Source: an optimization exercise on an open RTL-to-GDS flow (aim: small area, a short achievable clock period and few clock cycles). Production flows keep margins and buffers that such runs may drop.
Function was checked by simulation only, so behaviour that the tests miss may differ from the original.

## the baseline
==> module bq_core, before the edit <==
module bq_core (
    input  wire         clk,
    input  wire         rst,
    input  wire         cmd_valid,
    output wire         cmd_ready,
    input  wire [1:0]   cmd_op,
    input  wire [31:0]  cmd_x,
    input  wire [159:0] cmd_coef,
    output reg          rsp_valid,
    output reg  [7:0]   rsp_status,
    output reg  [31:0]  rsp_y
);
    localparam OP_PROCESS = 2'd0;
    localparam OP_RESET   = 2'd1;
    localparam OP_SETCOEF = 2'd2;
    reg  [4:0] ph;
    reg [31:0] r0, r1, r2, r3, r4;
    reg [31:0] x;
    reg [31:0] m0, m1;
    reg [31:0] s1, s2;
    reg        ld;       
    reg        rdy;
    reg        f_proc;   
    reg        f_rst;    
    reg        f_any;    
    reg  [1:0] f_st;     
    reg        pend;     
    reg        dflt;     
    reg        qrst;     
    assign cmd_ready = rdy;
    wire coef_ok = (cmd_coef[30:23]   != 8'hFF) && (cmd_coef[62:55]   != 8'hFF) &&
                   (cmd_coef[94:87]   != 8'hFF) && (cmd_coef[126:119] != 8'hFF) &&
                   (cmd_coef[158:151] != 8'hFF);
    wire is_set  = (cmd_op == OP_SETCOEF) && coef_ok;
    wire ld_now  = ph[0] ? (cmd_valid && is_set) : ld;
    wire [31:0] fld = ({32{ph[0]}} & cmd_coef[31:0])   |
                      ({32{ph[1]}} & cmd_coef[63:32])  |
                      ({32{ph[2]}} & cmd_coef[127:96]) |
                      ({32{ph[3]}} & cmd_coef[95:64])  |
                      ({32{ph[4]}} & cmd_coef[159:128]);
    wire [31:0] rec = dflt ? {2'b00, {7{ph[0]}}, 23'd0} : r0;
    reg  [3:0]  sy;       
    reg  [3:0]  ss1;      
    reg  [3:0]  ss2;      
    reg         sel_sub;  
    wire [31:0] mul_a = {sy[3]  ? x[31:24]   : rsp_y[31:24],  sy[2]  ? rsp_y[23:16] : x[23:16],
                         sy[1]  ? x[15:8]    : rsp_y[15:8],   sy[0]  ? rsp_y[7:0]   : x[7:0]};
    wire [31:0] mul_y;
    wire [31:0] add_a = {ss1[3] ? m1[31:24]  : s1[31:24],     ss1[2] ? s1[23:16]    : m1[23:16],
                         ss1[1] ? m1[15:8]   : s1[15:8],      ss1[0] ? s1[7:0]      : m1[7:0]};
    wire [31:0] add_b = {ss2[3] ? m0[31:24]  : s2[31:24],     ss2[2] ? s2[23:16]    : m0[23:16],
                         ss2[1] ? m0[15:8]   : s2[15:8],      ss2[0] ? s2[7:0]      : m0[7:0]};
    wire        add_sub = sel_sub;
    wire [31:0] add_y;
    wire [12:0] enc_one, enc_two, enc_neg;
    reg  [12:0] b_one, b_two, b_neg;
    bq_booth_enc u_enc (.b({r1[30:23] != 8'd0, r1[22:0]}), .one(enc_one), .two(enc_two), .neg(enc_neg));
    bq_fp_mul u_mul (.a(mul_a), .b(r0), .b_one(b_one), .b_two(b_two), .b_neg(b_neg), .y(mul_y));
    bq_fp_add u_add (.a(add_a), .b(add_b), .sub(add_sub), .y(add_y));
    always @(posedge clk) begin
        r0 <= r1;
        r1 <= r2;
        r2 <= r3;
        r3 <= r4;
        r4 <= ld_now ? fld : rec;
        b_one <= enc_one;
        b_two <= enc_two;
        b_neg <= enc_neg;
        if (ph[4]) x <= cmd_x;
        m0 <= mul_y;
        m1 <= m0;
        if (ph[1]) rsp_y <= add_y;
        if (ph[1]) rsp_status <= {5'd0, f_st[1], 1'b0, f_st[0]};
        if (ph[2]) rsp_status <= 8'd0;
        if (rst) begin
            ph <= 5'b00001;
            sy <= 4'b1010; ss1 <= 4'b1010; ss2 <= 4'b1010; sel_sub <= 1'b1;
            dflt <= 1'b1;
            s1 <= 32'd0; s2 <= 32'd0;
            ld <= 1'b0; rdy <= 1'b0;
            f_proc <= 1'b0; f_rst <= 1'b0; f_any <= 1'b0; f_st <= 2'd0;
            pend <= 1'b0;
            qrst <= 1'b0;
            rsp_valid <= 1'b0;
        end else begin
            ph <= {ph[3:0], ph[4]};
            if (ph[4]) dflt <= 1'b0;
            sy  <= {ph[0] | ph[2] | ph[4], ~(ph[0] | ph[2] | ph[4]), ~(ph[1] | ph[3]), ph[1] | ph[3]};
            ss1 <= {ph[1] | ph[2] | ph[4], ~(ph[1] | ph[2] | ph[4]), ~(ph[0] | ph[3]), ph[0] | ph[3]};
            ss2 <= {ph[0] | ph[1] | ph[2] | ph[4], ~(ph[0] | ph[1] | ph[2] | ph[4]), ~ph[3], ph[3]};
            sel_sub <= ph[4] | ph[2];
            if (ph[0]) ld <= cmd_valid && is_set;
            rdy <= cmd_valid & ((ph[0] & (cmd_op == OP_RESET)) |
                                (ph[3] & (ld | !is_set)));
            if (ph[1] & cmd_valid & rdy) qrst <= 1'b1;
            if (ph[0]) qrst <= 1'b0;
            if (ph[4]) begin
                f_any  <= cmd_valid & rdy;
                f_proc <= cmd_valid & rdy & (cmd_op == OP_PROCESS);
                f_rst  <= cmd_valid & rdy & (cmd_op == OP_RESET);
                f_st   <= (cmd_op == 2'd3) ? 2'd2 : ((cmd_op == OP_SETCOEF && !coef_ok) ? 2'd1 : 2'd0);
                pend   <= f_proc;
            end
            if (ph[0] & pend) s2 <= add_y;
            if ((ph[3] | ph[4]) & f_proc) s1 <= add_y;
            if (ph[1] & f_rst) begin
                s1 <= 32'd0;
                s2 <= 32'd0;
            end
            if (ph[4] & qrst) s1 <= 32'd0;
            if (ph[0] & qrst) s2 <= 32'd0;
            rsp_valid <= (ph[1] & f_any) | (ph[2] & qrst);
        end
    end
endmodule
clock: 24.0 ns
lec_check: 0
abc_area: 1
cap_margin: 20
core_margin: 2
core_utilization: 45
slew_margin: 20
standard.sh (not shown) runs the stock make flow with config.mk's settings and CLKGATE_MAP_FILE= SYNTH_SCRIPT=/design/flow/synth_recipe.tcl, a recipe that flattens the netlist after the stock synthesis.
==> flow/flow/run.sh <==
#!/bin/bash
# The standard layout (standard synthesis, floorplan, placement, CTS,
# routing), with repair_timing asked to keep a setup margin: the clock and
# the constraints are the design's, the margin only makes the optimiser
# work towards a shorter period than the constraint needs.
set -euo pipefail
bash standard.sh SETUP_SLACK_MARGIN=${MARGIN:-14} finish > make_finish.log 2>&1
Testbench counts of the baseline, summed over its fixed seeds: cycles 31,724.
For the candidate, these inputs were changed with respect to the baseline:
--- a/flow/design.v
+++ b/flow/design.v
@@ -1228,19 +1228,16 @@
                       ({32{ph[2]}} & cmd_coef[127:96]) |
                       ({32{ph[3]}} & cmd_coef[95:64])  |
                       ({32{ph[4]}} & cmd_coef[159:128]);
     wire [31:0] rec = dflt ? {2'b00, {7{ph[0]}}, 23'd0} : r0;
-    reg  [3:0]  sy;       
-    reg  [3:0]  ss1;      
-    reg  [3:0]  ss2;      
-    reg         sel_sub;  
-    wire [31:0] mul_a = {sy[3]  ? x[31:24]   : rsp_y[31:24],  sy[2]  ? rsp_y[23:16] : x[23:16],
-                         sy[1]  ? x[15:8]    : rsp_y[15:8],   sy[0]  ? rsp_y[7:0]   : x[7:0]};
+    reg         sel_y, nsel_y;      
+    reg         sel_s1, nsel_s1;    
+    reg         sel_s2, nsel_s2;    
+    reg         sel_sub;            
+    wire [31:0] mul_a = {nsel_y ? x[31:16] : rsp_y[31:16], sel_y ? rsp_y[15:0] : x[15:0]};
     wire [31:0] mul_y;
-    wire [31:0] add_a = {ss1[3] ? m1[31:24]  : s1[31:24],     ss1[2] ? s1[23:16]    : m1[23:16],
-                         ss1[1] ? m1[15:8]   : s1[15:8],      ss1[0] ? s1[7:0]      : m1[7:0]};
-    wire [31:0] add_b = {ss2[3] ? m0[31:24]  : s2[31:24],     ss2[2] ? s2[23:16]    : m0[23:16],
-                         ss2[1] ? m0[15:8]   : s2[15:8],      ss2[0] ? s2[7:0]      : m0[7:0]};
+    wire [31:0] add_a = {nsel_s1 ? m1[31:16] : s1[31:16], sel_s1 ? s1[15:0] : m1[15:0]};
+    wire [31:0] add_b = {nsel_s2 ? m0[31:16] : s2[31:16], sel_s2 ? s2[15:0] : m0[15:0]};
     wire        add_sub = sel_sub;
     wire [31:0] add_y;
     wire [12:0] enc_one, enc_two, enc_neg;
     reg  [12:0] b_one, b_two, b_neg;
@@ -1263,9 +1260,10 @@
         if (ph[1]) rsp_status <= {5'd0, f_st[1], 1'b0, f_st[0]};
         if (ph[2]) rsp_status <= 8'd0;
         if (rst) begin
             ph <= 5'b00001;
-            sy <= 4'b1010; ss1 <= 4'b1010; ss2 <= 4'b1010; sel_sub <= 1'b1;
+            sel_y <= 1'b0; sel_s1 <= 1'b0; sel_s2 <= 1'b0; sel_sub <= 1'b1;
+            nsel_y <= 1'b1; nsel_s1 <= 1'b1; nsel_s2 <= 1'b1;
             dflt <= 1'b1;
             s1 <= 32'd0; s2 <= 32'd0;
             ld <= 1'b0; rdy <= 1'b0;
             f_proc <= 1'b0; f_rst <= 1'b0; f_any <= 1'b0; f_st <= 2'd0;
@@ -1274,12 +1272,15 @@
             rsp_valid <= 1'b0;
         end else begin
             ph <= {ph[3:0], ph[4]};
             if (ph[4]) dflt <= 1'b0;
-            sy  <= {ph[0] | ph[2] | ph[4], ~(ph[0] | ph[2] | ph[4]), ~(ph[1] | ph[3]), ph[1] | ph[3]};
-            ss1 <= {ph[1] | ph[2] | ph[4], ~(ph[1] | ph[2] | ph[4]), ~(ph[0] | ph[3]), ph[0] | ph[3]};
-            ss2 <= {ph[0] | ph[1] | ph[2] | ph[4], ~(ph[0] | ph[1] | ph[2] | ph[4]), ~ph[3], ph[3]};
+            sel_y   <= ph[1] | ph[3];
+            sel_s1  <= ph[0] | ph[3];
+            sel_s2  <= ph[3];
             sel_sub <= ph[4] | ph[2];
+            nsel_y  <= ~(ph[1] | ph[3]);
+            nsel_s1 <= ~(ph[0] | ph[3]);
+            nsel_s2 <= ~ph[3];
             if (ph[0]) ld <= cmd_valid && is_set;
             rdy <= cmd_valid & ((ph[0] & (cmd_op == OP_RESET)) |
                                 (ph[3] & (ld | !is_set)));
             if (ph[1] & cmd_valid & rdy) qrst <= 1'b1;
Results
- Re final layout net count: the candidate is about 0.9% down on the baseline.
- Looking at the candidate and the baseline, the highest clock rate is a wash.
- Final max-slew violation count: the baseline vs the candidate identical
- Looking at first-pass GRT wire length across both flows, the candidate is the stronger of the two, with the baseline trailing.
- Slack of the critical path: the candidate vs the baseline up 0.012 ns
- Of the two values seen for startpoint of the most critical setup path, ss2[3] was produced by the baseline and ph[4] by the candidate.
Testbench counts of the candidate, summed over its fixed seeds: cycles 31,724.

==> re-timing with driven ports <==
Ports are ideal in the flow. The routed layouts listed here were re-timed in OpenROAD.
Step 1, drivers: a clkbuf_16 drives clk and a buf_2 each remaining input, both assumed.
Step 2 times the ports against the registers' clock, not the clock port: input delays grow and output delays shrink by t, the midpoint of the rising clock arrivals with the driver on.
Slacks: ideal / step 1 / step 2; pairs: ideal / step 1.
run | t (ns) | slack for setup (ns) | worst hold slack (ns) | worst setup path at the end | slew at the worst register clock pin (ns)
the baseline | 0.675 | 14.423 / 14.423 / 14.423 | 0.309 / 0.309 / 0.309 | register to register | 0.08 / 0.08
the candidate | 0.694 | 14.435 / 14.435 / 14.435 | 0.318 / 0.318 / 0.318 | register to register | 0.07 / 0.07
After both steps setup and hold are still met in every run listed.
